Source: an optimization exercise on an open RTL-to-GDS flow (aim: small area, a short achievable clock period and few clock cycles). Production flows keep margins and buffers that such runs may drop.
Only simulation tests tie the RTL to the original design; equivalence was not proved.
Power figures rest on the tool's default switching activity, not on a simulated workload.

===== flow/config.mk =====
export PLATFORM = sky130hd
export DESIGN_NAME = sha512_engine
export DESIGN_NICKNAME = sha512_engine
export VERILOG_FILES = /design/flow/design.v
export SDC_FILE = /design/flow/constraint.sdc
export NUM_CORES = 8
export LEC_CHECK = 0
export CAP_MARGIN = 20
export CORE_MARGIN = 2
export CORE_UTILIZATION = 45
export PLACE_DENSITY = 0.65
export SLEW_MARGIN = 20
export SYNTH_MEMORY_MAX_BITS = 16384

===== flow/flow/abc_fast.script =====
strash
dch
map -D 5000
buffer -c
topo
upsize -c
dnsize -c

===== flow/constraint.sdc =====
create_clock -name core_clock -period 16.0 [get_ports {clk}]
set_input_delay 3.2000 -clock core_clock [delete_from_list [all_inputs] [get_ports {clk}]]
set_output_delay 3.2000 -clock core_clock [all_outputs]
set_load 0.01 [all_outputs]

===== flow/flow/my_synth.tcl =====
set my_dir [file dirname [file normalize [info script]]]
set my_fast_modules {sha512_pair}

proc synth {args} { yosys synth -nofsm -noshare {*}$args }

proc my_other_modules {} { return {sha512_engine} }

proc extract_fa {args} {
  foreach m [my_other_modules] { yosys extract_fa {*}$args $m }
}

proc abc {args} {
  foreach m [my_other_modules] { yosys abc {*}$args $m }
  set i [lsearch $args -script]
  if {$i >= 0} { lset args [expr {$i + 1}] [file join $::my_dir abc_fast.script] }
  foreach m $::my_fast_modules { yosys abc {*}$args $m }
}

source $::env(SCRIPTS_DIR)/synth.tcl
# left out here: clear keep_hierarchy, flatten, clean up, hide names made inside functions, write 1_2_yosys.v

===== flow/standard.sh =====
#!/bin/bash
# synth_recipe.tcl (not shown) runs the flow's synth.tcl, then flattens the netlist and writes it again
# the make line also repeats each setting of config.mk as NAME=value (left out here)
make -C /OpenROAD-flow-scripts/flow DESIGN_CONFIG=/design/flow/config.mk WORK_HOME=/design/flow/orfs CLKGATE_MAP_FILE= SYNTH_SCRIPT=/design/flow/synth_recipe.tcl "${@:-finish}"

===== flow/flow/run.sh =====
#!/bin/bash
# Own flow: the standard layout (standard.sh), with these changes:
#  - synthesis runs flow/my_synth.tcl: the standard script, except that the combinational
#    two-round module is mapped for speed without adder cells (see my_synth.tcl);
#  - timing repair aims at a setup slack of SETUP_SLACK_MARGIN ns at the design's clock
#    period (constraint.sdc is not changed), and may resize cells to other footprints.
# Each step's full log is in orfs/logs; make's output is in run_make.log here.
set -euo pipefail
W=$(pwd)
F=$W/flow
bash "$W/standard.sh" \
  SYNTH_SCRIPT="$F/my_synth.tcl" SYNTH_HIERARCHICAL=1 ABC_CLOCK_PERIOD_IN_PS=3000 \
  SETUP_SLACK_MARGIN=9 MATCH_CELL_FOOTPRINT=0 \
  finish > "$W/run_make.log" 2>&1

===== flow/design.v =====
module sha512_engine (
  input  wire        clk,
  input  wire        rst,           
  input  wire        req_valid,
  input  wire        req_we,
  input  wire [6:0]  req_addr,
  input  wire [63:0] req_wdata,
  output wire        req_ready,
  output reg         rsp_valid,
  output reg  [63:0] rsp_rdata
);
  localparam [1:0] PH_RND  = 2'd0,    
                   PH_FEED = 2'd1,    
                   PH_LOAD = 2'd2;    
  reg [63:0] hs [0:7];      
  reg [63:0] wv [0:7];      
  reg [63:0] M  [0:31];
  reg [63:0] w  [0:15];     
  reg [63:0] k0, k1;        
  reg        busy;
  reg        done;
  reg [1:0]  ph;
  reg        two;           
  reg        blk;           
  reg [5:0]  cnt;           
  reg        spec_ok;       
  reg [4:0]  spec_n;        
  function automatic [63:0] rotr(input [63:0] x, input integer n);
    rotr = (x >> n) | (x << (64 - n));
  endfunction
  function automatic [63:0] ssig0(input [63:0] x);
    ssig0 = rotr(x, 1) ^ rotr(x, 8) ^ (x >> 7);
  endfunction
  function automatic [63:0] ssig1(input [63:0] x);
    ssig1 = rotr(x, 19) ^ rotr(x, 61) ^ (x >> 6);
  endfunction
  function automatic [63:0] iv_rom(input [2:0] idx);
    case (idx)
      3'd0: iv_rom = 64'h6a09e667f3bcc908;
      3'd1: iv_rom = 64'hbb67ae8584caa73b;
      3'd2: iv_rom = 64'h3c6ef372fe94f82b;
      3'd3: iv_rom = 64'ha54ff53a5f1d36f1;
      3'd4: iv_rom = 64'h510e527fade682d1;
      3'd5: iv_rom = 64'h9b05688c2b3e6c1f;
      3'd6: iv_rom = 64'h1f83d9abfb41bd6b;
      default: iv_rom = 64'h5be0cd19137e2179;
    endcase
  endfunction
  wire is_status_rd = !req_we && req_addr[3] && !req_addr[5];
  assign req_ready  = !busy || is_status_rd;
  wire acc          = req_valid && req_ready;
  wire acc_rd       = acc && !req_we;
  wire wr_idle      = req_valid && req_we && !busy;
  wire wr_h         = wr_idle && (req_addr[6:3] == 4'b0000);
  wire wr_m         = wr_idle && (req_addr[6:5] == 2'b01);
  wire wr_cmd       = wr_idle && (req_addr == 7'h08);
  wire start1       = wr_cmd && (req_wdata == 64'd1);
  wire start2       = wr_cmd && (req_wdata == 64'd2);
  wire       wr_m_lo    = wr_m && !req_addr[4];                    
  wire       restart    = wr_m_lo && (req_addr[3:0] == 4'd0);
  wire       in_order   = wr_m_lo && spec_ok && ({1'b0, req_addr[3:0]} == spec_n);
  wire       spec_full  = spec_ok && (spec_n == 5'd16) && (cnt[3] || (cnt[2:0] == 3'd7));
  wire       norm_start = start1 && !spec_full;
  wire       spec_pair  = !busy && spec_ok && !cnt[3] && (spec_n > {1'b0, cnt[2:0], 1'b1})
                          && !restart && !norm_start && !start2;
  wire       rnd_pair  = busy && (ph == PH_RND);
  wire       pair_edge = rnd_pair || spec_pair;
  wire       last      = rnd_pair && (cnt == 6'd39);
  wire       feed      = busy && (ph == PH_FEED);
  wire       load      = busy && (ph == PH_LOAD);
  wire       restore   = norm_start || load || restart;
  reg  [5:0] cnt_nx;
  always @* begin
    if (!busy) begin
      if (restart || norm_start || start2)
        cnt_nx = 6'd0;
      else if (spec_pair)
        cnt_nx = cnt + 6'd1;
      else
        cnt_nx = cnt;
    end else if (rnd_pair && !last)
      cnt_nx = cnt + 6'd1;
    else
      cnt_nx = 6'd0;
  end
  reg [63:0] kr0, kr1;
  always @* begin
    case (cnt_nx)
      6'd0: kr0 = 64'h428a2f98d728ae22;
      6'd1: kr0 = 64'hb5c0fbcfec4d3b2f;
      6'd2: kr0 = 64'h3956c25bf348b538;
      6'd3: kr0 = 64'h923f82a4af194f9b;
      6'd4: kr0 = 64'hd807aa98a3030242;
      6'd5: kr0 = 64'h243185be4ee4b28c;
      6'd6: kr0 = 64'h72be5d74f27b896f;
      6'd7: kr0 = 64'h9bdc06a725c71235;
      6'd8: kr0 = 64'he49b69c19ef14ad2;
      6'd9: kr0 = 64'h0fc19dc68b8cd5b5;
      6'd10: kr0 = 64'h2de92c6f592b0275;
      6'd11: kr0 = 64'h5cb0a9dcbd41fbd4;
      6'd12: kr0 = 64'h983e5152ee66dfab;
      6'd13: kr0 = 64'hb00327c898fb213f;
      6'd14: kr0 = 64'hc6e00bf33da88fc2;
      6'd15: kr0 = 64'h06ca6351e003826f;
      6'd16: kr0 = 64'h27b70a8546d22ffc;
      6'd17: kr0 = 64'h4d2c6dfc5ac42aed;
      6'd18: kr0 = 64'h650a73548baf63de;
      6'd19: kr0 = 64'h81c2c92e47edaee6;
      6'd20: kr0 = 64'ha2bfe8a14cf10364;
      6'd21: kr0 = 64'hc24b8b70d0f89791;
      6'd22: kr0 = 64'hd192e819d6ef5218;
      6'd23: kr0 = 64'hf40e35855771202a;
      6'd24: kr0 = 64'h19a4c116b8d2d0c8;
      6'd25: kr0 = 64'h2748774cdf8eeb99;
      6'd26: kr0 = 64'h391c0cb3c5c95a63;
      6'd27: kr0 = 64'h5b9cca4f7763e373;
      6'd28: kr0 = 64'h748f82ee5defb2fc;
      6'd29: kr0 = 64'h84c87814a1f0ab72;
      6'd30: kr0 = 64'h90befffa23631e28;
      6'd31: kr0 = 64'hbef9a3f7b2c67915;
      6'd32: kr0 = 64'hca273eceea26619c;
      6'd33: kr0 = 64'heada7dd6cde0eb1e;
      6'd34: kr0 = 64'h06f067aa72176fba;
      6'd35: kr0 = 64'h113f9804bef90dae;
      6'd36: kr0 = 64'h28db77f523047d84;
      6'd37: kr0 = 64'h3c9ebe0a15c9bebc;
      6'd38: kr0 = 64'h4cc5d4becb3e42b6;
      6'd39: kr0 = 64'h5fcb6fab3ad6faec;
      default: kr0 = 64'h0;
    endcase
  end
  always @* begin
    case (cnt_nx)
      6'd0: kr1 = 64'h7137449123ef65cd;
      6'd1: kr1 = 64'he9b5dba58189dbbc;
      6'd2: kr1 = 64'h59f111f1b605d019;
      6'd3: kr1 = 64'hab1c5ed5da6d8118;
      6'd4: kr1 = 64'h12835b0145706fbe;
      6'd5: kr1 = 64'h550c7dc3d5ffb4e2;
      6'd6: kr1 = 64'h80deb1fe3b1696b1;
      6'd7: kr1 = 64'hc19bf174cf692694;
      6'd8: kr1 = 64'hefbe4786384f25e3;
      6'd9: kr1 = 64'h240ca1cc77ac9c65;
      6'd10: kr1 = 64'h4a7484aa6ea6e483;
      6'd11: kr1 = 64'h76f988da831153b5;
      6'd12: kr1 = 64'ha831c66d2db43210;
      6'd13: kr1 = 64'hbf597fc7beef0ee4;
      6'd14: kr1 = 64'hd5a79147930aa725;
      6'd15: kr1 = 64'h142929670a0e6e70;
      6'd16: kr1 = 64'h2e1b21385c26c926;
      6'd17: kr1 = 64'h53380d139d95b3df;
      6'd18: kr1 = 64'h766a0abb3c77b2a8;
      6'd19: kr1 = 64'h92722c851482353b;
      6'd20: kr1 = 64'ha81a664bbc423001;
      6'd21: kr1 = 64'hc76c51a30654be30;
      6'd22: kr1 = 64'hd69906245565a910;
      6'd23: kr1 = 64'h106aa07032bbd1b8;
      6'd24: kr1 = 64'h1e376c085141ab53;
      6'd25: kr1 = 64'h34b0bcb5e19b48a8;
      6'd26: kr1 = 64'h4ed8aa4ae3418acb;
      6'd27: kr1 = 64'h682e6ff3d6b2b8a3;
      6'd28: kr1 = 64'h78a5636f43172f60;
      6'd29: kr1 = 64'h8cc702081a6439ec;
      6'd30: kr1 = 64'ha4506cebde82bde9;
      6'd31: kr1 = 64'hc67178f2e372532b;
      6'd32: kr1 = 64'hd186b8c721c0c207;
      6'd33: kr1 = 64'hf57d4f7fee6ed178;
      6'd34: kr1 = 64'h0a637dc5a2c898a6;
      6'd35: kr1 = 64'h1b710b35131c471b;
      6'd36: kr1 = 64'h32caab7b40c72493;
      6'd37: kr1 = 64'h431d67c49c100d4c;
      6'd38: kr1 = 64'h597f299cfc657e2a;
      6'd39: kr1 = 64'h6c44198c4a475817;
      default: kr1 = 64'h0;
    endcase
  end
  reg  [3:0] m_sel;
  always @* begin
    if (!busy)
      m_sel = (req_addr[6:3] == 4'b0001) ? 4'd0 : req_addr[4:1];
    else if (ph == PH_LOAD)
      m_sel = {blk, 3'd0};
    else
      m_sel = {blk, cnt[2:0] + 3'd1};
  end
  wire [63:0] m_even = M[{m_sel, 1'b0}];
  wire [63:0] m_odd  = M[{m_sel, 1'b1}];
  reg [63:0] rd_value;
  always @* begin
    if (req_addr[6:3] == 4'b0000)
      rd_value = hs[req_addr[2:0]];
    else if (req_addr == 7'h09)
      rd_value = {62'd0, done, busy};
    else if (req_addr[6:5] == 2'b01)
      rd_value = req_addr[0] ? m_odd : m_even;
    else
      rd_value = 64'd0;
  end
  always @(posedge clk) begin
    if (rst)
      rsp_valid <= 1'b0;
    else
      rsp_valid <= acc_rd;
    if (acc_rd)
      rsp_rdata <= rd_value;
  end
  wire [63:0] a = wv[0], b = wv[1], c = wv[2], d = wv[3];
  wire [63:0] e = wv[4], f = wv[5], g = wv[6], h = wv[7];
  wire [63:0] a1, a2, e1, e2;
  sha512_pair u_pair (
    .a(a), .b(b), .c(c), .d(d), .e(e), .f(f), .g(g), .h(h),
    .k0(k0), .k1(k1), .w0(w[14]), .w1(w[15]),
    .a1(a1), .e1(e1), .a2(a2), .e2(e2)
  );
  wire [63:0] fp = (last ? hs[2] : hs[0]) + a;
  wire [63:0] fq = (last ? hs[3] : hs[1]) + b;
  wire [63:0] fr = (last ? hs[6] : hs[4]) + e;
  wire [63:0] fs = (last ? hs[7] : hs[5]) + f;
  wire [63:0] s0 = ssig1(w[14]) + w[9]  + ssig0(w[1]) + w[0];
  wire [63:0] s1 = ssig1(w[15]) + w[10] + ssig0(w[2]) + w[1];
  integer i;
  always @(posedge clk) begin
    k0 <= kr0;
    k1 <= kr1;
    if (wr_m)
      M[req_addr[4:0]] <= req_wdata;
    if (pair_edge)
      for (i = 0; i < 14; i = i + 1)
        w[i] <= w[i + 2];
    if (norm_start || load) begin
      w[14] <= m_even;
      w[15] <= m_odd;
    end else if (pair_edge) begin
      if (cnt[2:0] == 3'd7 || cnt[5:3] != 3'd0) begin
        w[14] <= s0;
        w[15] <= s1;
      end else if (busy) begin
        w[14] <= m_even;
        w[15] <= m_odd;
      end else if (in_order && !req_addr[0])
        w[14] <= req_wdata;
    end else if (restart || (in_order && !req_addr[0]))
      w[14] <= req_wdata;
    else if (in_order)
      w[15] <= req_wdata;
    if (restore) begin
      for (i = 0; i < 8; i = i + 1)
        wv[i] <= hs[i];
    end else if (pair_edge) begin
      wv[0] <= a2;
      wv[1] <= a1;
      wv[2] <= a;
      wv[3] <= b;
      wv[4] <= e2;
      wv[5] <= e1;
      wv[6] <= e;
      wv[7] <= f;
    end
    if (!busy) begin
      if (wr_h)
        hs[req_addr[2:0]] <= req_wdata;
      if (start2)
        for (i = 0; i < 8; i = i + 1)
          hs[i] <= iv_rom(i[2:0]);
    end else if (last) begin
      hs[2] <= fp;
      hs[3] <= fq;
      hs[6] <= fr;
      hs[7] <= fs;
    end else if (feed) begin
      hs[0] <= fp;
      hs[1] <= fq;
      hs[4] <= fr;
      hs[5] <= fs;
    end
    cnt <= cnt_nx;
    if (rst) begin
      busy    <= 1'b0;
      done    <= 1'b0;
      ph      <= PH_RND;
      two     <= 1'b0;
      blk     <= 1'b0;
      cnt     <= 6'd0;
      spec_ok <= 1'b0;
      spec_n  <= 5'd0;
    end else if (!busy) begin
      if (restart) begin
        spec_ok <= 1'b1;
        spec_n  <= 5'd1;
      end else if (in_order)
        spec_n <= spec_n + 5'd1;
      else if (wr_m_lo || wr_h)
        spec_ok <= 1'b0;
      if (start1 || start2) begin
        busy    <= 1'b1;
        done    <= 1'b0;
        two     <= start2;
        blk     <= 1'b0;
        spec_ok <= 1'b0;
        ph      <= start2 ? PH_LOAD : PH_RND;
      end
    end else begin
      case (ph)
        PH_RND:
          if (last)
            ph <= PH_FEED;
        PH_FEED:
          if (two && !blk) begin
            blk <= 1'b1;
            ph  <= PH_LOAD;
          end else begin
            busy <= 1'b0;
            done <= 1'b1;
          end
        default:
          ph <= PH_RND;
      endcase
    end
  end
endmodule
module sha512_pair (
  input  wire [63:0] a, b, c, d, e, f, g, h,
  input  wire [63:0] k0, k1, w0, w1,
  output wire [63:0] a1, e1, a2, e2
);
  function automatic [63:0] rotr(input [63:0] x, input integer n);
    rotr = (x >> n) | (x << (64 - n));
  endfunction
  function automatic [63:0] bsig0(input [63:0] x);
    bsig0 = rotr(x, 28) ^ rotr(x, 34) ^ rotr(x, 39);
  endfunction
  function automatic [63:0] bsig1(input [63:0] x);
    bsig1 = rotr(x, 14) ^ rotr(x, 18) ^ rotr(x, 41);
  endfunction
  function automatic [63:0] ch(input [63:0] x, input [63:0] y, input [63:0] z);
    ch = (x & y) ^ (~x & z);
  endfunction
  function automatic [63:0] maj(input [63:0] x, input [63:0] y, input [63:0] z);
    maj = (x & y) ^ (x & z) ^ (y & z);
  endfunction
  function automatic [127:0] csa(input [63:0] x, input [63:0] y, input [63:0] z);
    csa = {((x & y) | (x & z) | (y & z)) << 1, x ^ y ^ z};
  endfunction
  wire [63:0]  s1e = bsig1(e);
  wire [63:0]  cha = ch(e, f, g);
  wire [127:0] hkw = csa(h, w0, k0);
  wire [127:0] ea0 = csa(s1e, cha, d);
  wire [127:0] ea1 = csa(ea0[63:0], ea0[127:64], hkw[63:0]);
  wire [127:0] ea2 = csa(ea1[63:0], ea1[127:64], hkw[127:64]);
  assign e1 = ea2[63:0] + ea2[127:64];
  wire [127:0] aa0 = csa(s1e, cha, bsig0(a));
  wire [127:0] aa1 = csa(hkw[63:0], hkw[127:64], maj(a, b, c));
  wire [127:0] aa2 = csa(aa0[63:0], aa0[127:64], aa1[63:0]);
  wire [127:0] aa3 = csa(aa2[63:0], aa2[127:64], aa1[127:64]);
  assign a1 = aa3[63:0] + aa3[127:64];
  wire [127:0] gkw = csa(g, w1, k1);
  wire [127:0] eb0 = csa(gkw[63:0], gkw[127:64], c);
  wire [127:0] eb1 = csa(bsig1(e1), ch(e1, e, f), eb0[63:0]);
  wire [127:0] eb2 = csa(eb1[63:0], eb1[127:64], eb0[127:64]);
  assign e2 = eb2[63:0] + eb2[127:64];
  wire [127:0] ab0 = csa(bsig1(e1), ch(e1, e, f), gkw[63:0]);
  wire [127:0] ab1 = csa(bsig0(a1), maj(a1, a, b), gkw[127:64]);
  wire [127:0] ab2 = csa(ab0[63:0], ab0[127:64], ab1[63:0]);
  wire [127:0] ab3 = csa(ab2[63:0], ab2[127:64], ab1[127:64]);
  assign a2 = ab3[63:0] + ab3[127:64];
endmodule

==> summary.md, run 1 <==
| Metric | Value |
|---|---|
| Hold Buf Count CTS | `0` |
| CP required | `16.88 ns` |
| Synth Flop Type | `edfxtp_1` |
| Post-placement cell area | `285000 um2` |
| Row count | `284` |
| WP data arrival | `10.84 ns` |
| Setup_tns | `0 ns` |
| Critical R2R Launch | `wv[0][19]$_DFFE_PP_` |
| Final setup fails | `0` |
| SO Viols | `antenna violations, max-capacitance violations, max-slew violations` |
| Worst setup SP type | `register` |
| RSZ-0062 raised after global routing | `yes` |
| CTS max path bufs | `4` |
| HP Start | `w[5][5]$_DFFE_PN_` |
| Pre-antenna DRT Iters | `15` |
| Post-synth ARST share | `0%` |
| H-tree lvl count | `5` |
| Hold Path Class | `reg -> reg` |
| Most common cell after layout, fill and taps aside | `nand2_1` |
| Via count | `279604` |
| WL final | `1860000 um` |
| Pins Over Slew Limit | `37` |
| Seq/Total Area, Yosys | `47.3%` |
| Total die area | `607000 um2` |
| PwrDens | `slightly below 100 nW/um2` |
| Total track usage | `between 50 and 60%` |
| Top Ports | `141` |
| Clk latency of the worst-skew pair | `1.25 ns` |
| Pin count of the biggest net entering global routing | `172` |
| End-of-flow core utilization | `about 58%` |
| Ranking of synthesized cells by area | `edfxtp_1 46%, nand2_1 9.7%, xor2_1 3.9%` |
| Share of Yosys cell area claimed by the top area cell type | `46.2%` |
| Synthesized area | `around 270000 um2` |
| Syn Area/Cell | `roughly 9.3 um2` |
| Layout Nets | `31650` |
| Initial DRC Count | `55259` |
| Core Region | `598000 um2` |
| VDD IR max | `0.153 mV` |
| DRC | `0` |
| Yosys top cell by area | `edfxtp_1` |
| Initial Util | `a little under half` |
| Leakage power | `~140 nW` |
| CP max-delay cell | `xor2_4` |
| Minimum clock period | `~10 ns` |
| Register area | `128000 um2` |
| Final setup margin | `about 6.0 ns` |
| Post-synthesis register bit count | `between 4000 and 5000` |
| Max Clk Rate | `0.100 GHz` |
| CP max FO | `6` |
| Total nets after synthesis | `roughly 30000` |
| CTS Sinks | `4307` |
| P&R area growth vs syn | `27.5%` |
| Number of enable flip-flop cells after synthesis | `4160` |
| Synth warnings | `12` |
| Initial antenna violation count | `about 420` |
| DP HPWL | `1380000 um` |
| Outcome | `complete, but fails checks` |
| Layout cells sized above 1 | `about a quarter` |
| Commonest cells after routing, fill and taps aside | `6255 x nand2_1, 4160 x edfxtp_1, 2021 x inv_1, 1542 x nand3_1, 1528 x buf_4` |
| Routed len/inst | `46.7 um` |
| Fill count | `51025` |
| Clock skew | `0.176 ns` |
| TritonCTS buffer count | `approximately 460` |
| Vias in the first global route | `237941` |
| Post-Layout Inst Area | `344000 um2` |
| CTS tree | `done` |
| Worst Tran Pin Value | `3.25 ns` |
| Max-Cap Viols | `8` |
| First-pass GRT wire length | `2360000 um` |
| RePlAce Congestion | `about 1.3` |
| Remaining global-route overflow | `0` |
| Crit path top cell by count | `nand2_1` |
| Port Buf Inserts | `140` |
| Antenna Nets Post-Route | `3` |
| Clock Root Buffer | `clkbuf_16` |
| Synthesized instance count | `a little under 30000` |
| Die height | `between 700 and 800 um` |
| Unique masters post-synth | `151` |
| Die Width | `about 780 um` |
| Post-Place Setup Slack | `3.17 ns` |
| Final hold vios | `0` |
| Vias per inst | `7.01` |
| Crit path capture type | `register` |
| Max-slew headroom | `-117%` |
| Critical path class | `reg -> reg` |
| Part of the cycle the worst path needs | `roughly 62%` |
| Area of the multi-input gates | `around 160000 um2` |
| Clock Pin Slew Worst Setup and Hold Paths | `0.06 ns` |
| Biggest cell delay along the critical path | `around 0.88 ns` |
| Crit path from | `wv[0][19]$_DFFE_PP_` |
==> modules after synthesis, one instance, submodules excluded <==
module / copies in the design / cell area [um2] / flip-flops and latches / cells inside
sha512_engine: 1 / 209000 / 4307 / 17316
sha512_pair: 1 / 61600 / 0 / 11805
==> critical path: cells and delay by family (launching register included) <==
kind / cells / cell delay [ns]
mux: 1 / 0.27
buf+inv: 8 / 1.71
simple gates: 18 / 2.54
xor+xnor: 5 / 2.57
flops: 1 / 0.53
compound gates: 9 / 1.83
==> repair_timing <==
item                                    in CTS  in global routing
setup buffers                              919                472
resized for setup                         4002               1757
endpoints found under the setup margin    2407               1151
pin swaps                                  641                711
cloned                                      14                 14
==> routing by layer <==
metal  GRT usage, %  routed length, um  part of all wire (%)  vias up
met5           7.19               8080                  0.43        -
met4           62.8             264000                    14      175
met3           37.0             318000                    17     9897
met2           77.8             707000                    38    29364
met1           61.3             565000                    30   134646
li1               -                  -                     -   105522
==> stage by stage <==
stage,hold WS [ns],cells,total power [mW]
floorplan,0.400,29121,15.9
global placement,0.400,36970,18.8
detailed placement,0.405,37002,18.8
CTS,0.383,38792,31.5
global route,0.385,39493,33.5
finish,0.375,39900,33.3
==> report_power, final <==
group | total, mW | switching [mW] | internal (mW)
Clock | 11.3 | 5.13 | 6.17
Sequential | 12.4 | 0.0363 | 12.4
Combinational | 9.58 | 6.42 | 3.16
==> synth_stat cells (74+ instances only) <==
cell type,count
nand2_1,6988
edfxtp_1,4160
inv_1,2093
nor2_1,1920
nand3_1,1682
a21oi_1,1623
xor2_1,1211
o21ai_0,1122
xnor2_1,1076
clkbuf_1,782
mux2_2,579
ha_1,408
a21o_1,399
nand4_1,288
o21ai_1,275
a311oi_1,269
buf_2,259
fa_1,256
o22ai_1,211
nor3_1,198
and3_1,185
and2_1,161
or2_1,156
dfxtp_1,147
a31oi_1,141
a31o_2,140
a22oi_1,138
mux4_2,132
o21bai_1,121
or2_2,120
mux2i_1,103
o21a_1,100
o211ai_1,99
a21boi_0,93
a211oi_1,75
nand2b_1,75
buf_1,74
==> state kept, by name (all words and copies together) (netlist names) <==
name / count
rsp_valid: 1
two: 1
cnt: 6
spec_ok: 1
done: 1
busy: 1
rsp_rdata: 64
k1: 64
k0: 64
hs: 512
ph: 2
M: 2048
wv: 512
w: 1024
blk: 1
spec_n: 5
==> worst paths after layout <==
path / to / slack [ns] / cells past startpoint
setup / recovery: wv[0][62]$_DFFE_PP_ / 6.03 / 41
hold / removal: w[3][5]$_DFFE_PN_ / 0.38 / 0
setup reg to reg: wv[0][62]$_DFFE_PP_ / 6.03 / 41
hold reg to reg: w[3][5]$_DFFE_PN_ / 0.38 / 0
==> kinds of logic after synthesis <==
family / Yosys count / synth area share (%)
AO/OA/AOI/OAI: 5424 / 12.7
XOR/XNOR: 2378 / 8.05
adder cells (fa/ha/maj): 672 / 3.82
buffers and inverters: 3316 / 4.80
flip-flops: 4307 / 47.3
multiplexers: 814 / 3.90
AND/OR/NAND/NOR: 12210 / 19.4
==> layout make-up <==
class | instances | area share (%)
Sequential cell | 4307 | 37.1
Multi-Input combinational cell | 21504 | 45.1
Antenna cell | 585 | 0.425
Clock buffer | 565 | 3.48
Inverter | 2157 | 2.43
Tap cell | 8008 | 2.91
Timing Repair Buffer | 2482 | 7.59
Clock inverter | 292 | 0.958
Testbench counts, summed over its fixed seeds: cycles 21,586.
==> run 2: changes to the inputs <==
--- a/flow/design.v
+++ b/flow/design.v
@@ -26,4 +26,5 @@
   reg        spec_ok;       
   reg [4:0]  spec_n;        
+  reg        spec2;         
   function automatic [63:0] rotr(input [63:0] x, input integer n);
     rotr = (x >> n) | (x << (64 - n));
@@ -62,8 +63,11 @@
   wire       spec_full  = spec_ok && (spec_n == 5'd16) && (cnt[3] || (cnt[2:0] == 3'd7));
   wire       norm_start = start1 && !spec_full;
+  wire       spec2_go   = wr_m && req_addr[4] && spec_ok && (spec_n == 5'd16);
   wire       spec_pair  = !busy && spec_ok && !cnt[3] && (spec_n > {1'b0, cnt[2:0], 1'b1})
-                          && !restart && !norm_start && !start2;
+                          && !restart && !norm_start && !start2 && !spec2_go;
+  wire       rd_now     = req_valid && !req_we;
+  wire       spec2_pair = !busy && spec2 && (cnt != 6'd39) && !rd_now && !start1 && !wr_m_lo;
   wire       rnd_pair  = busy && (ph == PH_RND);
-  wire       pair_edge = rnd_pair || spec_pair;
+  wire       pair_edge = rnd_pair || spec_pair || spec2_pair;
   wire       last      = rnd_pair && (cnt == 6'd39);
   wire       feed      = busy && (ph == PH_FEED);
@@ -73,7 +77,7 @@
   always @* begin
     if (!busy) begin
-      if (restart || norm_start || start2)
+      if (restart || norm_start || (start2 && !spec2) || spec2_go)
         cnt_nx = 6'd0;
-      else if (spec_pair)
+      else if (spec_pair || spec2_pair)
         cnt_nx = cnt + 6'd1;
       else
@@ -178,5 +182,5 @@
   always @* begin
     if (!busy)
-      m_sel = (req_addr[6:3] == 4'b0001) ? 4'd0 : req_addr[4:1];
+      m_sel = rd_now ? req_addr[4:1] : (spec2 && !start1) ? {1'b0, cnt[2:0] + 3'd1} : 4'd0;
     else if (ph == PH_LOAD)
       m_sel = {blk, 3'd0};
@@ -228,5 +232,5 @@
       for (i = 0; i < 14; i = i + 1)
         w[i] <= w[i + 2];
-    if (norm_start || load) begin
+    if (norm_start || load || spec2_go) begin
       w[14] <= m_even;
       w[15] <= m_odd;
@@ -235,5 +239,5 @@
         w[14] <= s0;
         w[15] <= s1;
-      end else if (busy) begin
+      end else if (busy || spec2) begin
         w[14] <= m_even;
         w[15] <= m_odd;
@@ -247,4 +251,7 @@
       for (i = 0; i < 8; i = i + 1)
         wv[i] <= hs[i];
+    end else if (spec2_go) begin
+      for (i = 0; i < 8; i = i + 1)
+        wv[i] <= iv_rom(i[2:0]);
     end else if (pair_edge) begin
       wv[0] <= a2;
@@ -284,4 +291,5 @@
       spec_ok <= 1'b0;
       spec_n  <= 5'd0;
+      spec2   <= 1'b0;
     end else if (!busy) begin
       if (restart) begin
@@ -292,5 +300,12 @@
       else if (wr_m_lo || wr_h)
         spec_ok <= 1'b0;
+      if (wr_m_lo)
+        spec2 <= 1'b0;
+      if (spec2_go) begin
+        spec2   <= 1'b1;
+        spec_ok <= 1'b0;
+      end
       if (start1 || start2) begin
+        spec2   <= 1'b0;
         busy    <= 1'b1;
         done    <= 1'b0;
@@ -298,5 +313,5 @@
         blk     <= 1'b0;
         spec_ok <= 1'b0;
-        ph      <= start2 ? PH_LOAD : PH_RND;
+        ph      <= (start2 && !spec2) ? PH_LOAD : PH_RND;
       end
     end else begin
--- a/flow/config.mk
+++ b/flow/config.mk
@@ -6,8 +6,8 @@
 export NUM_CORES = 8
 export LEC_CHECK = 0
-export CAP_MARGIN = 20
+export CAP_MARGIN = 40
 export CORE_MARGIN = 2
-export CORE_UTILIZATION = 45
-export PLACE_DENSITY = 0.65
-export SLEW_MARGIN = 20
+export CORE_UTILIZATION = 40
+export PLACE_DENSITY = 0.6
+export SLEW_MARGIN = 40
 export SYNTH_MEMORY_MAX_BITS = 16384
==> summary.md, run 2 <==
| Metric | Value |
|---|---|
| Die height | `approximately 830 um` |
| Crit path capture type | `register` |
| Post-Place Cells | `between 30000 and 40000` |
| Ranking of synthesized cells by area | `edfxtp_1 46%, nand2_1 11%, xor2_1 3.9%` |
| Pins Over Slew Limit | `0` |
| Initial antenna violation count | `284` |
| Vias in the first global route | `236787` |
| Critical path class | `reg -> reg` |
| Port Buf Inserts | `140` |
| P&R area growth vs syn | `32.7%` |
| Synth warnings | `12` |
| Clock Pin Slew Worst Setup and Hold Paths | `0.07 ns` |
| Total power | `34.7 mW` |
| Total nets after synthesis | `30745` |
| Routed len/inst | `44.6 um` |
| Max-slew headroom | `18.8%` |
| Hold EP | `w[4][62]$_DFFE_PN_` |
| Outcome | `no timing/DRC/antenna violations` |
| Synthesized instance count | `30006` |
| Total track usage | `52.8%` |
| WL final | `1880000 um` |
| Leakage power | `between 100 and 150 nW` |
| DRT met1 WL | `between 600000 and 700000 um` |
| Row count | `about 300` |
| Fin cells | `42175` |
| Final hold vios | `0` |
| HP Start | `w[6][62]$_DFFE_PN_` |
| Worst setup SP type | `register` |
| Commonest cells post-synth | `7767 x nand2_1, 4160 x edfxtp_1, 2236 x nor2_1, 2081 x inv_1, 1611 x o21ai_0` |
| Hold Path Class | `reg -> reg` |
| Number of enable flip-flop cells after synthesis | `about 4200` |
| Max Clk Rate | `approximately 0.11 GHz` |
| Die Width | `825 um` |
| TritonCTS buffer count | `476` |
| Core Region | `672000 um2` |
| Clock Root Buffer | `clkbuf_16` |
| Yosys top cell by area | `edfxtp_1` |
| Most common cell after layout, fill and taps aside | `nand2_1` |
| Minimum clock period | `9.06 ns` |
| Compound-cell area share of the yosys netlist | `13.7%` |
| CTS tree | `done` |
| Pin count of the biggest net entering global routing | `between 150 and 200` |
| Max reg flops | `2048` |
| Main combinational cell family by area after synthesis | `simple AND/OR/NAND/NOR gates` |
| Layout Nets | `33054` |
| WP data arrival | `9.94 ns` |
| Reg2Reg Capture Point | `wv[4][51]$_DFFE_PP_` |
| Hold path depth | `0` |
| Clk latency of the worst-skew pair | `between 1 and 1.5 ns` |
| XOR/XNOR Fraction of Synth Area | `8.08%` |
| DP HPWL | `1430000 um` |
| Seq/Total Area, Yosys | `47.4%` |
| CP required | `16.88 ns` |
| RePlAce Congestion | `1.20` |
| Worst Tran Pin Value | `about 1.2 ns` |
| Critical R2R Launch | `wv[4][32]$_DFFE_PP_` |
| H-tree lvl count | `5` |
| Top Ports | `141` |
| Via count | `~270k` |
| Layout cells sized above 1 | `26.4%` |
| VDD IR max | `0.142 mV` |
| PwrDens | `96.9 nW/um2` |
| Synth Flop Type | `edfxtp_1` |
| Adder-Cell Fraction of Synth Area | `3.82%` |
| Vias per inst | `between 6 and 7` |
| Synthesized area | `between 200000 and 300000 um2` |
| Part of the cycle the worst path needs | `56.6%` |
| CP max-delay cell | `o211ai_1` |
| Reg2reg setup slack | `6.94 ns` |
| DRC | `0` |
| Final setup fails | `0` |
| Highest routed metal layer | `met5` |
| CP max FO | `5` |
| CTS max path bufs | `4` |
| Mux cell area share after synthesis | `1.57%` |
| Max-Cap Viols | `0` |
| Post-synthesis register bit count | `4308` |
| Share of Yosys cell area claimed by the top area cell type | `a little under half` |
| Unique masters post-synth | `148` |
| RSZ-0062 raised after global routing | `yes` |
| Antenna Nets Post-Route | `0` |
| Fill count | `between 60000 and 70000` |
| First-pass GRT wire length | `about 2400000 um` |
| Biggest cell delay along the critical path | `0.79 ns` |
| Initial DRC Count | `a little under 50000` |
| Remaining global-route overflow | `0` |
| Commonest cells after routing, fill and taps aside | `6840 x nand2_1, 4160 x edfxtp_1, 1986 x inv_1, 1796 x buf_4, 1620 x nor2_1` |
| WL met3 | `324000 um` |
| Total die area | `between 600000 and 700000 um2` |
| Synth Area in Simple Gates | `20.6%` |
| Setup_tns | `0 ns` |
| CTS Sinks | `4308` |
| Post-synth ARST share | `0%` |
| Worst hold slack | `0.366 ns` |
| Initial Util | `between 40% and 50%` |
| Met2 Routed Length | `690000 um` |
| Crit path top cell by count | `nor2_4` |
| Pre-antenna DRT Iters | `13` |
| Top-count cell post-synth | `nand2_1` |
| Clock skew | `0.140 ns` |
| R2r worst-path depth | `41` |
| Syn Area/Cell | `8.99 um2` |
## run 2: cell count changes in the layout (fill, tap and decap cells not counted), moves of 109 or more
| cell | change |
|---|---|
| nand2_2 | +144 |
| buf_4 | +268 |
| mux2_2 | -498 |
| nand2_1 | +585 |
| o21ai_0 | +271 |
| nor2_1 | +228 |
| nand3_1 | -332 |
| a31oi_1 | +109 |
| a31o_2 | -121 |
| buf_6 | +183 |
| a21oi_1 | -138 |
## run 2: power by group
part	internal, mW	leakage (nW)	switching, mW	total [mW]
sequential	12.4	38.6	0.0391	12.5
clock	6.32	7.63	5.19	11.5
combinational	3.69	93.9	7.01	10.7
## run 2: routing by layer
| metal | vias up | GRT usage [%] |
|---|---|---|
| li1 | 108809 | - |
| met1 | 136177 | 63.2 |
| met2 | 23432 | 66.7 |
| met3 | 5412 | 29.9 |
| met4 | 160 | 43.6 |
| met5 | - | 7.89 |
## run 2: kinds of logic (layout without fill, tap and decap cells)
family,after synthesis,after routing
fa+ha+maj,672,672
buf+inv,3392,6102
simple gates,13065,13069
mux,258,258
flops,4308,4308
xor+xnor,2383,2383
compound gates,5928,5931
other cells,0,514
## run 2: what timing repair did
item,CTS,global route
resized for setup,5537,1396
cloned,42,10
endpoints found under the setup margin,2424,733
pin swaps,1245,769
buffers inserted,1400,454
hold buffers,0,0
## run 2: how the worst max path moves through the flow
| stage | to | slack [ns] | start |
|---|---|---|---|
| floorplan | wv[0][0]$_DFFE_PP_ | 7.19 | req_we |
| global placement | wv[0][51]$_DFFE_PP_ | 2.88 | wv[4][23]$_DFFE_PP_ |
| detailed placement | wv[0][51]$_DFFE_PP_ | 3.83 | w[14][3]$_DFFE_PP_ |
| CTS | wv[0][62]$_DFFE_PP_ | 7.33 | wv[4][20]$_DFFE_PP_ |
| global route | wv[0][59]$_DFFE_PP_ | 6.78 | wv[4][20]$_DFFE_PP_ |
| finish | wv[4][51]$_DFFE_PP_ | 6.94 | wv[4][32]$_DFFE_PP_ |
## run 2: through the flow
step	utilization, %	setup WS (ns)	area [um2]
floorplan	-	7.19	270000
global placement	42.5	2.88	286000
detailed placement	43.2	3.83	290000
CTS	51.4	7.33	346000
global route	53.2	6.78	357000
finish	53.3	6.94	358000
## run 2: final cells by class
cell class	instances	area [um2]	share of cell area [%]
clock inverter	301	3280	0.917
clock buffer	585	12500	3.48
tap	8938	11200	3.13
timing repair inverter	2	22.5	0.00629
sequential	4308	128000	35.7
timing repair buffer	3070	33500	9.36
multi-input combinational	22313	160000	44.7
inverter	2144	8290	2.32
antenna	514	1290	0.359
## run 2: worst max-delay path: cells and delay by family, from the launching register on
| family | cells | cell delay, ns |
|---|---|---|
| AOI/OAI and AO/OA | 6 | 1.64 |
| xor gates and xnor gates | 7 | 2.07 |
| buffers and inverters | 8 | 1.20 |
| DFF | 1 | 0.45 |
| and+or+nand+nor | 20 | 3.28 |
## run 2: Yosys stat by module, one instance, submodules excluded
| module | cell area, um2 | flip-flops and latches |
|---|---|---|
| sha512_pair | 61600 | 0 |
| sha512_engine | 208000 | 4308 |
Testbench counts of run 2, summed over its fixed seeds: cycles 20,498.
==> run 3: changes to the inputs <==
==> flow/flow/abc_fast.script (replaced) <==
strash
dch
map -D 4500
buffer -c
topo
upsize -c
dnsize -c
--- a/flow/config.mk
+++ b/flow/config.mk
@@ -9,4 +9,5 @@
 export CORE_MARGIN = 2
 export CORE_UTILIZATION = 40
+export CTS_BUF_LIST = sky130_fd_sc_hd__clkbuf_8
 export PLACE_DENSITY = 0.6
 export SLEW_MARGIN = 40
==> summary.md, run 3 <==
| Metric | Value |
|---|---|
| Initial Util | `40.1%` |
| Total power | `29.5 mW` |
| Post-Layout Inst Area | `~370000 um2` |
| Hold Path Class | `reg -> reg` |
| Setup_tns | `0 ns` |
| Post-synth ARST share | `0%` |
| Adder-Cell Fraction of Synth Area | `3.69%` |
| H-tree lvl count | `6` |
| Clock skew | `0.174 ns` |
| Mux cell area share after synthesis | `~1.5%` |
| Total die area | `703000 um2` |
| Leakage power | `149 nW` |
| Crit path capture type | `register` |
| Final setup fails | `0` |
| Vias in the first global route | `264803` |
| Post-Place Cells | `41207` |
| Max Clk Rate | `about 0.11 GHz` |
| Critical path class | `reg -> reg` |
| Crit path top cell by count | `nand2_2` |
| WP data arrival | `10.23 ns` |
| Die height | `839 um` |
| RePlAce Congestion | `1.27` |
| CTS Sinks | `4308` |
| Final setup margin | `7.02 ns` |
| Remaining global-route overflow | `0` |
| Clk latency of the worst-skew pair | `1.56 ns` |
| First-pass GRT wire length | `2650000 um` |
| Seq/Total Area, Yosys | `roughly 46%` |
| Pins Over Slew Limit | `0` |
| PwrDens | `slightly below 80 nW/um2` |
| Number of enable flip-flop cells after synthesis | `4160` |
| Post-synthesis register bit count | `4308` |
| Share of Yosys cell area claimed by the top area cell type | `44.8%` |
| Layout Nets | `35727` |
| TritonCTS buffer count | `736` |
| Via count | `308478` |
| CP required | `17.26 ns` |
| Routed len/inst | `about 47 um` |
| Pre-antenna DRT Iters | `17` |
| Reg2Reg Capture Point | `wv[0][52]$_DFFE_PP_` |
| CP max-delay cell | `edfxtp_1` |
| Synth Area in Simple Gates | `roughly a quarter` |
| Post-placement cell area | `300000 um2` |
| CP max FO | `7` |
| Port Buf Inserts | `140` |
| Syn Area/Cell | `8.72 um2` |
| Worst hold slack | `0.372 ns` |
| R2r worst-path depth | `45` |
| Fin cells | `about 45000` |
| Clock Pin Slew Worst Setup and Hold Paths | `0.07 ns` |
| Commonest cells post-synth | `8695 x nand2_1, 4160 x edfxtp_1, 2223 x nand3_1, 2183 x nor2_1, 2073 x inv_1` |
| Unique masters post-synth | `141` |
| Vias per inst | `6.81` |
| Synth Flop Type | `edfxtp_1` |
| Part of the cycle the worst path needs | `~56%` |
| Compound-cell area share of the yosys netlist | `approximately 14%` |
| Minimum clock period | `8.98 ns` |
| RSZ-0062 raised after global routing | `yes` |
| Main combinational cell family by area after synthesis | `simple AND/OR/NAND/NOR gates` |
| Initial DRC Count | `57980` |
| Post-Place Setup Slack | `3.13 ns` |
| Ranking of synthesized cells by area | `edfxtp_1 45%, nand2_1 12%, nand3_1 4.0%` |
| Max-Cap Viols | `0` |
| CTS tree | `done` |
| Layout cells sized above 1 | `28.6%` |
| Crit path from | `wv[6][28]$_DFFE_PP_` |
| Worst setup SP type | `register` |
| Outcome | `no timing/DRC/antenna violations` |
| End-of-flow core utilization | `between 50% and 60%` |
| CP endpoint | `wv[0][52]$_DFFE_PP_` |
| Max-slew headroom | `16.6%` |
| Total nets after synthesis | `32686` |
| Row count | `slightly above 300` |
| Total track usage | `57.4%` |
| Most common cell after layout, fill and taps aside | `nand2_1` |
| DRC | `0` |
| Commonest cells after routing, fill and taps aside | `7439 x nand2_1, 4160 x edfxtp_1, 2210 x buf_4, 2209 x inv_1, 1661 x nand3_1` |
| Synthesized area | `279000 um2` |
| Die Width | `839 um` |
| Biggest cell delay along the critical path | `0.75 ns` |
| Yosys top cell by area | `edfxtp_1` |
| Antenna Nets Post-Route | `0` |
| Initial antenna violation count | `391` |
| Top-count cell post-synth | `nand2_1` |
| Top Ports | `about 140` |
| Reg2reg setup slack | `7.02 ns` |
| XOR/XNOR Fraction of Synth Area | `under 10%` |
| Synthesized instance count | `around 32000` |
| Max reg flops | `2048` |
| DP HPWL | `1620000 um` |
| P&R area growth vs syn | `34.3%` |
| VDD IR max | `roughly 0.14 mV` |
| Pin count of the biggest net entering global routing | `about 150` |
| Worst Tran Pin Value | `between 1 and 1.5 ns` |
| WL final | `2110000 um` |
| Critical R2R Launch | `wv[6][28]$_DFFE_PP_` |
| Core Region | `between 600000 and 700000 um2` |
| Synth warnings | `12` |
| Clock Root Buffer | `clkbuf_8` |
| Final hold vios | `0` |
| CTS max path bufs | `4` |
run 3: changes by cell type after synthesis, sizes merged, moves of 39 or more:
cell,previous run,this run
a31oi,313,367
nand2,7820,8788
nand3,1418,2307
nand3b,69,108
nand4,287,542
nor2,2299,2255
nor3,187,229
o211ai,116,178
o21a,123,195
o2bb2ai,53,127
or2,290,196
xnor2,1133,1015
xor2,1244,840
run 3: final cells by class:
type                       count  area, um2
clock buffer                 747      10300
clock inverter               585       3720
antenna                      476       1190
tap                         9240      11600
timing repair buffer        3560      37400
timing repair inverter         2       20.0
fill                       62276     320000
multi-input combinational  24208     173000
inverter                    2172       8560
sequential                  4308     128000
run 3: what timing repair did:
item / in CTS / in global routing
setup endpoints to repair: 2030 / 958
resized for setup: 6243 / 1931
hold buffers: 0 / 0
setup buffers: 1584 / 642
gates cloned: 17 / 10
pin swaps: 1385 / 1016
run 3: kinds of logic (layout without fill, tap and decap cells):
logic type,count (synthesis),count (layout)
and+or+nand+nor,15120,15124
AOI/OAI and AO/OA,6277,6279
DFF,4308,4308
buffers and inverters,3437,7066
xor gates and xnor gates,1883,1883
adders and majority gates,668,668
muxes,254,254
other,0,476
run 3: worst max-delay path, delay by kind of cell (launching register included):
family          cells  cell delay [ns]
flops               1             0.75
simple gates       21             3.34
compound gates     12             2.26
xor+xnor            3             0.91
buf+inv             9             1.32
run 3: how the worst min path moves through the flow:
| stage | slack, ns | to | startpoint | cells after the start |
|---|---|---|---|---|
| after floorplan | 0.40 | w[10][0]$_DFFE_PN_ | w[12][0]$_DFFE_PN_ | 0 |
| after global placement | 0.40 | w[11][11]$_DFFE_PN_ | w[13][11]$_DFFE_PN_ | 0 |
| after detailed placement | 0.40 | w[10][48]$_DFFE_PN_ | w[12][48]$_DFFE_PN_ | 0 |
| after CTS | 0.37 | w[10][1]$_DFFE_PN_ | w[12][1]$_DFFE_PN_ | 0 |
| after global routing | 0.38 | w[10][1]$_DFFE_PN_ | w[12][1]$_DFFE_PN_ | 0 |
| final | 0.37 | w[9][23]$_DFFE_PN_ | w[11][23]$_DFFE_PN_ | 0 |
run 3: Yosys stat by module (local to each module, per instance):
module,cells,times used,flip-flops and latches
sha512_pair,13746,1,0
sha512_engine,18201,1,4308
run 3: per-layer routing:
layer  wire, um  GRT usage, %  vias up  share of wire [%]
met2     800000          76.0    31109                 38
li1           -             -   118500                  -
met5       4700          2.21        -               0.22
met4     295000          61.1      204                 14
met3     350000          31.3     9465                 17
met1     664000          61.9   149200                 31
run 3: report_power, final:
part           internal [mW]  total (mW)  switching, mW
clock network           4.83        10.1           5.29
registers               12.4        12.4         0.0365
logic                   2.30        7.01           4.71
==> run 4: changes to the inputs <==
--- a/flow/flow/run.sh
+++ b/flow/flow/run.sh
@@ -11,4 +11,4 @@
 bash "$W/standard.sh" \
   SYNTH_SCRIPT="$F/my_synth.tcl" SYNTH_HIERARCHICAL=1 ABC_CLOCK_PERIOD_IN_PS=3000 \
-  SETUP_SLACK_MARGIN=9 MATCH_CELL_FOOTPRINT=0 \
+  SETUP_SLACK_MARGIN=8 MATCH_CELL_FOOTPRINT=0 \
   finish > "$W/run_make.log" 2>&1
==> flow/flow/abc_fast.script (replaced) <==
strash
dch
map -D 5000
buffer -c
topo
upsize -c
dnsize -c
--- a/flow/config.mk
+++ b/flow/config.mk
@@ -9,5 +9,4 @@
 export CORE_MARGIN = 2
 export CORE_UTILIZATION = 40
-export CTS_BUF_LIST = sky130_fd_sc_hd__clkbuf_8
 export PLACE_DENSITY = 0.6
 export SLEW_MARGIN = 40
==> summary.md, run 4 <==
| Metric | Value |
|---|---|
| DRC | `0` |
| Clock Pin Slew Worst Setup and Hold Paths | `0.07 ns` |
| Outcome | `no timing/DRC/antenna violations` |
| Top-count cell post-synth | `nand2_1` |
| P&R area growth vs syn | `31.2%` |
| Initial Util | `40.1%` |
| RSZ-0062 raised after global routing | `yes` |
| CP max-delay cell | `xor2_4` |
| Total power | `34.7 mW` |
| Port Buf Inserts | `140` |
| Row count | `around 300` |
| Vias per inst | `between 6 and 7` |
| Synth Flop Type | `edfxtp_1` |
| CTS Sinks | `4308` |
| Antenna Nets Post-Route | `0` |
| Post-synthesis register bit count | `4308` |
| Final setup fails | `0` |
| Number of enable flip-flop cells after synthesis | `4160` |
| Max-slew headroom | `19.5%` |
| Biggest cell delay along the critical path | `0.75 ns` |
| Clk latency of the worst-skew pair | `approximately 1.2 ns` |
| PwrDens | `98.2 nW/um2` |
| Critical path class | `reg -> reg` |
| Initial DRC Count | `49360` |
| Ranking of synthesized cells by area | `edfxtp_1 46%, nand2_1 11%, xor2_1 3.9%` |
| Hold Buf Count CTS | `0` |
| Total die area | `681000 um2` |
| Die height | `825 um` |
| CTS tree | `done` |
| Routed len/inst | `45.5 um` |
| Setup_tns | `0 ns` |
| Remaining global-route overflow | `0` |
| WL final | `1910000 um` |
| Fill count | `60618` |
| Seq/Total Area, Yosys | `47.4%` |
| H-tree lvl count | `5` |
| Top Ports | `141` |
| Initial antenna violation count | `290` |
| Share of Yosys cell area claimed by the top area cell type | `between 40 and 50%` |
| Reg2reg setup slack | `6.95 ns` |
| Pin count of the biggest net entering global routing | `roughly 180` |
| RePlAce Congestion | `~1.2` |
| Post-synth ARST share | `0%` |
| Worst setup SP type | `register` |
| Minimum clock period | `9.05 ns` |
| Die Width | `between 800 and 900 um` |
| Pre-antenna DRT Iters | `10` |
| Hold Path Class | `reg -> reg` |
| TritonCTS buffer count | `472` |
| DP HPWL | `1490000 um` |
| Max reg flops | `between 2000 and 2500` |
| Total nets after synthesis | `30745` |
| Synthesized area | `roughly 270000 um2` |
| Vias in the first global route | `239709` |
| Part of the cycle the worst path needs | `between 50% and 60%` |
| CP required | `about 17 ns` |
| Via count | `roughly 280k` |
| Post-Place Setup Slack | `around 2.8 ns` |
| Yosys top cell by area | `edfxtp_1` |
| Worst Tran Pin Value | `1.20 ns` |
| Final hold vios | `0` |
| Clock Root Buffer | `clkbuf_16` |
| Leakage power | `139 nW` |
| WP data arrival | `just under 10 ns` |
| Max-Cap Viols | `0` |
| First-pass GRT wire length | `2390000 um` |
| Pins Over Slew Limit | `0` |
| Unique masters post-synth | `about 150` |
| Layout cells sized above 1 | `roughly 26%` |
| Crit path top cell by count | `nand2_1` |
| VDD IR max | `0.141 mV` |
| Commonest cells after routing, fill and taps aside | `6771 x nand2_1, 4160 x edfxtp_1, 1978 x inv_1, 1850 x buf_4, 1617 x nor2_1` |
| Final setup margin | `6.95 ns` |
| Clock skew | `a little under 0.2 ns` |
| Most common cell after layout, fill and taps aside | `nand2_1` |
| Syn Area/Cell | `around 9 um2` |
| Total track usage | `53.6%` |
| Layout Nets | `32843` |
| CTS max path bufs | `4` |
| CP max FO | `4` |
| Commonest cells post-synth | `7767 x nand2_1, 4160 x edfxtp_1, 2236 x nor2_1, 2081 x inv_1, 1611 x o21ai_0` |
| Core Region | `around 670000 um2` |
| Synthesized instance count | `30006` |
| Max Clk Rate | `between 0.1 and 0.15 GHz` |
| Crit path capture type | `register` |
| Synth warnings | `12` |
run 4: cell types whose count changed in the layout (fill, tap and decap cells not counted), moves of 209 or more:
cell       before   now
buf_4        2210  1850
clkbuf_16      21   487
clkbuf_8      759     6
inv_1        2209  1978
nand2_1      7439  6771
nand3_1      1661  1201
nand3_2       362   142
nand3_4       284    75
nand4_1       506   268
run 4: Yosys stat by module (local to each module, per instance):
module	copies in the design	cells inside
sha512_engine	1	18201
sha512_pair	1	11805
run 4: what timing repair did:
action | in CTS | in global routing
gates cloned | 2 | 7
gates resized for setup | 4794 | 1610
setup buffers | 1170 | 463
pin swaps | 1003 | 748
setup endpoints to repair | 1312 | 763
run 4: area by class of cell:
class / instances / area, um2 / share of cell area (%)
well taps: 8938 / 11200 / 3.16
flip-flops and latches: 4308 / 128000 / 36.1
multi-input cells: 22308 / 159000 / 45.1
repair buffers: 2869 / 30000 / 8.47
inverters: 2144 / 8300 / 2.35
repair inverters: 1 / 11.3 / 0.00318
clock inverters: 329 / 3580 / 1.01
clock buffers: 553 / 12200 / 3.45
diodes: 504 / 1260 / 0.356
run 4: cells by family (layout without fill, tap and decap cells):
logic type	after synthesis	in the layout	share of synthesized area, %
XOR/XNOR	2383	2383	8.08
AND/OR/NAND/NOR	13065	13066	20.6
adder cells (fa/ha/maj)	672	672	3.82
flip-flops	4308	4308	47.4
other	0	504	0
buffers and inverters	3392	5896	4.89
multiplexers	258	258	1.57
AO/OA/AOI/OAI	5928	5929	13.7
run 4: per-layer routing:
| layer | vias to the layer above | wire [um] | track usage (%) | share of wire (%) |
|---|---|---|---|---|
| met5 | - | 6470 | 5.29 | 0.34 |
| met4 | 192 | 205000 | 44.8 | 11 |
| met3 | 5806 | 338000 | 30.8 | 18 |
| met2 | 25173 | 702000 | 67.7 | 37 |
| met1 | 136468 | 659000 | 64.2 | 34 |
| li1 | 108200 | - | - | - |
run 4: worst max-delay path: cells and delay by family (launching register included):
family / cells / cell delay (ns)
AOI/OAI and AO/OA: 14 / 2.92
xor gates and xnor gates: 6 / 2.02
buffers and inverters: 6 / 1.03
DFF: 1 / 0.53
and+or+nand+nor: 12 / 2.09
run 4: worst paths after layout:
check	startpoint	to	cells past startpoint
setup / recovery	wv[0][31]$_DFFE_PP_	wv[0][54]$_DFFE_PP_	38
hold / removal	w[12][1]$_DFFE_PN_	w[10][1]$_DFFE_PN_	0
setup reg to reg	wv[0][31]$_DFFE_PP_	wv[0][54]$_DFFE_PP_	38
hold reg to reg	w[12][1]$_DFFE_PN_	w[10][1]$_DFFE_PN_	0
run 4: report_power, final:
part	switching [mW]	leakage, nW	internal (mW)
clock network	5.22	7.63	6.34
logic	7.18	92.3	3.53
registers	0.0341	38.6	12.4
total	12.4	139	22.3
run 4: metrics by stage:
stage	hold WS [ns]	cells	util, %	area [um2]
after floorplan	0.400	30006	-	270000
after global placement	0.400	38772	42.6	286000
after detailed placement	0.405	38902	43.2	290000
after CTS	0.346	40956	50.6	340000
after global routing	0.365	41736	52.6	353000
final	0.350	41954	52.7	354000
==> run 5: changes to the inputs <==
==> flow/flow/abc_fast.script (replaced) <==
strash
dch
map -D 5500
buffer -c
topo
upsize -c
dnsize -c
==> summary.md, run 5 <==
| Metric | Value |
|---|---|
| Critical path class | `reg -> reg` |
| WP data arrival | `10.49 ns` |
| PwrDens | `111 nW/um2` |
| Total nets after synthesis | `30010` |
| Vias per inst | `6.40` |
| Pin count of the biggest net entering global routing | `173` |
| CP required | `around 17 ns` |
| Worst setup SP type | `register` |
| Leakage power | `130 nW` |
| Pins Over Slew Limit | `0` |
| VDD IR max | `0.137 mV` |
| DP HPWL | `1410000 um` |
| Via count | `around 260k` |
| Max Clk Rate | `0.104 GHz` |
| P&R area growth vs syn | `25.1%` |
| Synthesized instance count | `between 20000 and 30000` |
| Crit path capture type | `register` |
| Total track usage | `about half` |
| Most common cell after layout, fill and taps aside | `nand2_1` |
| Commonest cells after routing, fill and taps aside | `6753 x nand2_1, 4160 x edfxtp_1, 2079 x inv_1, 1883 x nor2_1, 1395 x buf_4` |
| Seq/Total Area, Yosys | `48.0%` |
| Antenna Nets Post-Route | `0` |
| Post-synthesis register bit count | `4308` |
| CP max-delay cell | `xnor2_4` |
| Die Width | `820 um` |
| Clock Root Buffer | `clkbuf_16` |
| Clock skew | `0.192 ns` |
| CTS max path bufs | `4` |
| Hold Path Class | `reg -> reg` |
| RePlAce Congestion | `1.16` |
| RSZ-0062 raised after global routing | `yes` |
| Number of enable flip-flop cells after synthesis | `4160` |
| Core Region | `~660000 um2` |
| Final hold vios | `0` |
| Synth warnings | `12` |
| Minimum clock period | `around 9.6 ns` |
| Hold Buf Count CTS | `0` |
| Unique masters post-synth | `145` |
| CTS tree | `done` |
| Synthesized area | `266000 um2` |
| Clock Pin Slew Worst Setup and Hold Paths | `approximately 0.070 ns` |
| Pre-antenna DRT Iters | `14` |
| TritonCTS buffer count | `476` |
| Setup_tns | `0 ns` |
| Critical R2R Launch | `wv[4][40]$_DFFE_PP_` |
| CTS Sinks | `4308` |
| Die height | `820 um` |
| Ranking of synthesized cells by area | `edfxtp_1 47%, nand2_1 10%, xor2_1 4.0%` |
| H-tree lvl count | `5` |
| HP Start | `w[12][49]$_DFFE_PN_` |
| Max-slew headroom | `17.2%` |
| Layout Nets | `31351` |
| Vias in the first global route | `about 220k` |
| CP max FO | `6` |
| Biggest cell delay along the critical path | `around 0.53 ns` |
| WL final | `roughly 1800000 um` |
| Layout cells sized above 1 | `20.8%` |
| Share of Yosys cell area claimed by the top area cell type | `46.9%` |
| Top-count cell post-synth | `nand2_1` |
| Final setup fails | `0` |
| Initial antenna violation count | `313` |
| Outcome | `no timing/DRC/antenna violations` |
| Yosys top cell by area | `edfxtp_1` |
| Remaining global-route overflow | `0` |
| DRC | `0` |
| Total die area | `672000 um2` |
| Post-synth ARST share | `0%` |
| Clk latency of the worst-skew pair | `1.22 ns` |
| Part of the cycle the worst path needs | `between 60 and 70%` |
| Top Ports | `141` |
| First-pass GRT wire length | `2260000 um` |
| Synth Flop Type | `edfxtp_1` |
| Syn Area/Cell | `9.10 um2` |
| Worst Tran Pin Value | `1.23 ns` |
| Port Buf Inserts | `140` |
| Crit path from | `wv[4][40]$_DFFE_PP_` |
| Max-Cap Viols | `0` |
| Initial DRC Count | `between 40000 and 50000` |
| Routed len/inst | `44.5 um` |
| Fill count | `slightly above 60000` |
| Commonest cells post-synth | `7257 x nand2_1, 4160 x edfxtp_1, 2389 x nor2_1, 2156 x inv_1, 1563 x a21oi_1` |
| End-of-flow core utilization | `50.2%` |
| Max reg flops | `2048` |
| Row count | `299` |
| Initial Util | `40.1%` |
==> run 5: cell types whose count changed after synthesis, sizes merged, moves of 24 or more <==
cell,before,now
a21o,395,361
inv,2138,2186
or2,290,367
o211ai,116,91
nand3,1418,1174
nand3b,69,45
xor2,1244,1272
nor2,2299,2479
nand2,7820,7317
o21ai,1871,1773
nand4,287,137
xnor2,1133,1200
==> run 5: cell families (layout without fill, tap and decap cells) <==
kind of cell / Yosys count / count (layout) / share of synthesized area, %
compound gates: 5694 / 5695 / 13.3
xor+xnor: 2474 / 2474 / 8.46
fa+ha+maj: 678 / 678 / 3.90
buf+inv: 3444 / 5185 / 5.04
flops: 4308 / 4308 / 48.0
mux: 275 / 275 / 1.65
other cells: 0 / 653 / 0
simple gates: 12398 / 12398 / 19.6
==> run 5: final timing paths <==
kind	to	slack, ns	cells past startpoint
worst max-delay path	wv[4][48]$_DFFE_PP_	6.38	47
worst min-delay path	w[10][49]$_DFFE_PN_	0.32	0
worst max register to register	wv[4][48]$_DFFE_PP_	6.38	47
worst min register to register	w[10][49]$_DFFE_PN_	0.32	0
==> run 5: cell type report <==
class	instances	area, um2	share of cell area, %
multi-input cells	21520	147000	44.1
repair buffers	2117	21400	6.42
clock buffers	570	12300	3.71
inverters	2189	8450	2.54
flip-flops and latches	4308	128000	38.4
diodes	653	1630	0.491
well taps	8879	11100	3.34
clock inverters	309	3560	1.07
==> run 5: through the flow <==
step / setup WS [ns] / power (mW) / instances / hold slack (ns) / area (um2)
2_1_floorplan: 6.09 / 16.7 / 29271 / 0.400 / 266000
5_1_grt: 6.46 / 37.2 / 40253 / 0.347 / 332000
3_3_place_gp: 1.89 / 20.9 / 37931 / 0.400 / 282000
6_report: 6.38 / 36.9 / 40545 / 0.320 / 333000
4_1_cts: 6.76 / 34.3 / 39483 / 0.349 / 321000
3_5_place_dp: 3.35 / 20.9 / 38052 / 0.405 / 287000
==> run 5: timing repair <==
item | 4_1_cts | 5_1_grt
cloned | 3 | 0
buffers inserted | 549 | 392
resized for setup | 2646 | 1530
pin swaps | 358 | 422
endpoints found under the hold margin | 0 | 0
setup endpoints to repair | 1139 | 713
==> run 5: Yosys stat by module (local to each module, per instance) <==
module | copies in the design | flip-flops and latches | cell area, um2
sha512_engine | 1 | 4308 | 208000
sha512_pair | 1 | 0 | 58100
==> run 5: power breakdown <==
part | switching [mW] | total (mW) | internal (mW)
Clock | 5.20 | 11.6 | 6.43
Combinational | 8.64 | 12.7 | 4.10
Sequential | 0.0259 | 12.5 | 12.5
==> run 5: per-layer routing <==
layer | track usage, % | up-vias | share of wire (%) | routed length, um
met5 | 3.30 | - | 0.17 | 3130
met4 | 42.8 | 146 | 11 | 190000
met3 | 27.3 | 5000 | 17 | 298000
met2 | 65.1 | 21984 | 37 | 665000
met1 | 63.5 | 128528 | 36 | 648000
li1 | - | 103745 | - | -
==> run 5: worst max-delay path, delay by kind of cell (launching register included) <==
kind,cells,cell delay (ns)
buffers and inverters,8,1.25
AND/OR/NAND/NOR,21,3.00
XOR/XNOR,8,2.62
AO/OA/AOI/OAI,10,1.91
flip-flops,1,0.41
==> run 6: changes to the inputs <==
--- a/flow/flow/run.sh
+++ b/flow/flow/run.sh
@@ -11,4 +11,4 @@
 bash "$W/standard.sh" \
   SYNTH_SCRIPT="$F/my_synth.tcl" SYNTH_HIERARCHICAL=1 ABC_CLOCK_PERIOD_IN_PS=3000 \
-  SETUP_SLACK_MARGIN=8 MATCH_CELL_FOOTPRINT=0 \
+  SETUP_SLACK_MARGIN=7 MATCH_CELL_FOOTPRINT=0 \
   finish > "$W/run_make.log" 2>&1
==> flow/flow/abc_fast.script (replaced) <==
strash
dch
map -D 5000
buffer -c
topo
upsize -c
dnsize -c
==> summary.md, run 6 <==
| Metric | Value |
|---|---|
| Outcome | `no timing/DRC/antenna violations` |
| H-tree lvl count | `5` |
| Max Clk Rate | `0.108 GHz` |
| Max reg flops | `2048` |
| Clock Root Buffer | `clkbuf_16` |
| Max-Cap Viols | `0` |
| Hold Path Class | `reg -> reg` |
| Syn Area/Cell | `8.99 um2` |
| Pin count of the biggest net entering global routing | `165` |
| Unique masters post-synth | `148` |
| Clock Power Share | `approximately a third` |
| Post-placement cell area | `290000 um2` |
| End-of-flow core utilization | `49.5%` |
| CTS tree | `done` |
| CP max FO | `23` |
| Sequential Power Share | `38.4%` |
| Clock Pin Slew Worst Setup and Hold Paths | `~0.060 ns` |
| Minimum clock period | `9.30 ns` |
| Pint | `21.1 mW` |
| Synthesized area | `about 270000 um2` |
| Worst hold slack | `0.357 ns` |
| Leakage power | `130 nW` |
| Synthesized instance count | `30006` |
| Initial Util | `40.1%` |
| Commonest cells post-synth | `7767 x nand2_1, 4160 x edfxtp_1, 2236 x nor2_1, 2081 x inv_1, 1611 x o21ai_0` |
| Top Ports | `141` |
| Final setup margin | `~6.7 ns` |
| Max-slew headroom | `22.2%` |
| DRC | `0` |
| RSZ-0062 raised after global routing | `yes` |
| CTS Sinks | `about 4300` |
| Part of the cycle the worst path needs | `approximately three fifths` |
| Routed len/inst | `45.0 um` |
| Layout cells sized above 1 | `around a fifth` |
| Hold Buf Count CTS | `0` |
| Top-count cell post-synth | `nand2_1` |
| Crit path capture type | `register` |
| Ranking of synthesized cells by area | `edfxtp_1 46%, nand2_1 11%, xor2_1 3.9%` |
| Switching share of power | `35.1%` |
| CP bufs+invs | `5` |
| Total die area | `681000 um2` |
| Seq/Total Area, Yosys | `47.4%` |
| Yosys top cell by area | `edfxtp_1` |
| Vias in the first global route | `228738` |
| Psw | `11.4 mW` |
| R2r worst-path depth | `43` |
| Initial antenna violation count | `298` |
| WL final | `1850000 um` |
| Final setup fails | `0` |
==> run 6: changes by cell type after synthesis, moves of 26 or more <==
cell and change:
o21ai_1 +60, nand3_1 +236, nor2_1 -153, o211ai_1 +26, a21o_1 +33, or2_1 -38
nand2_1 +510, xnor2_1 -68, o21ai_0 +53, inv_2 +27, nand4_1 +133, inv_1 -75
or2_2 -40
==> run 6: what timing repair did <==
item | 4_1_cts | 5_1_grt
setup endpoints to repair | 127 | 131
pin swaps | 248 | 495
setup buffers | 494 | 379
gates resized for setup | 1752 | 1874
==> run 6: final cells by class <==
class                   instances  area [um2]  share of cell area, %
diodes                        445        1110                  0.335
flip-flops and latches       4308      128000                   38.4
repair buffers               2058       20900                   6.27
inverters                    2144        8210                   2.47
clock inverters               301        3310                  0.993
well taps                    8938       11200                   3.36
multi-input cells           22306      148000                   44.4
clock buffers                 574       12400                   3.72
==> run 6: modules after synthesis (local to each module, per instance) <==
module / cells / flops+latches / area [um2]
sha512_pair: 11805 / 0 / 61600
sha512_engine: 18201 / 4308 / 208000
==> run 6: power groups by stage <==
stage | combinational, mW | clock, mW | sequential, mW
finish | 8.63 | 11.4 | 12.5
global placement | 6.34 | 0 | 12.7
global route | 8.64 | 11.8 | 12.5
detailed placement | 6.39 | 0 | 12.7
CTS | 7.46 | 11.4 | 12.5
floorplan | 3.16 | 0 | 12.7
==> run 6: cells by family after synthesis <==
| logic type | after synthesis | share of synthesized area (%) |
|---|---|---|
| multiplexers | 258 | 1.57 |
| AND/OR/NAND/NOR | 13065 | 20.6 |
| flip-flops | 4308 | 47.4 |
| buffers and inverters | 3392 | 4.89 |
| adder cells (fa/ha/maj) | 672 | 3.82 |
| AO/OA/AOI/OAI | 5928 | 13.7 |
| XOR/XNOR | 2383 | 8.08 |
==> run 6: worst register-to-register path: cells and delay by family, from the launching register on <==
kind / cells / cell delay (ns)
buffers and inverters: 8 / 1.43
AND/OR/NAND/NOR: 18 / 3.01
XOR/XNOR: 8 / 2.00
AO/OA/AOI/OAI: 9 / 2.21
flip-flops: 1 / 0.37
==> run 6: how the worst max path moves through the flow <==
| stage | start | endpoint | slack (ns) | cells past startpoint |
|---|---|---|---|---|
| 2_1_floorplan | req_addr[0] | hs[7][0]$_DFFE_PP_ | 5.95 | 6 |
| 3_3_place_gp | wv[4][43]$_DFFE_PP_ | wv[0][31]$_DFFE_PP_ | 2.94 | 38 |
| 3_5_place_dp | wv[4][43]$_DFFE_PP_ | wv[0][50]$_DFFE_PP_ | 3.39 | 42 |
| 4_1_cts | wv[4][39]$_DFFE_PP_ | wv[0][62]$_DFFE_PP_ | 6.93 | 51 |
| 5_1_grt | wv[4][37]$_DFFE_PP_ | wv[0][60]$_DFFE_PP_ | 6.84 | 48 |
| 6_report | req_wdata[63] | k1[31]$_DFF_P_ | 6.70 | 19 |
==> run 6: through the flow <==
| stage | total power [mW] | cells |
|---|---|---|
| 2_1_floorplan | 15.8 | 30006 |
| 3_3_place_gp | 19.1 | 38743 |
| 3_5_place_dp | 19.1 | 38858 |
| 4_1_cts | 31.3 | 40227 |
| 5_1_grt | 32.9 | 40880 |
| 6_report | 32.5 | 41074 |
==> run 6: metal layers <==
metal | up-vias | wire length [um] | share of wire, % | GRT usage, %
met5 | - | 4840 | 0.26 | 2.22
met4 | 148 | 193000 | 10 | 42.1
met3 | 5066 | 313000 | 17 | 28.2
met2 | 22291 | 676000 | 37 | 65.5
met1 | 132588 | 662000 | 36 | 64.1
li1 | 106630 | - | - | -

afterwards: timing with drivers on the ports:
The flow's constraints put no driver on any port. The routed layouts listed below were extracted and timed again, unchanged, in two steps.
Step 1, drivers: a clkbuf_16 drives clk and a buf_2 each remaining input, both assumed.
Step 2 times the ports against the registers' clock, not the clock port: input delays grow and output delays shrink by t, the midpoint of the rising clock arrivals with the driver on.
Slacks: ideal / step 1 / step 2; pairs: ideal / step 1.
run	shift t [ns]	setup WS [ns]
run 1	1.310	6.033 / 6.033 / 6.033
run 2	1.297	6.937 / 6.937 / 6.937
run 3	1.646	7.023 / 7.023 / 7.023
run 4	1.293	6.952 / 6.952 / 6.488
run 5	1.288	6.383 / 6.383 / 6.344
run 6	1.267	6.698 / 6.729 / 5.551
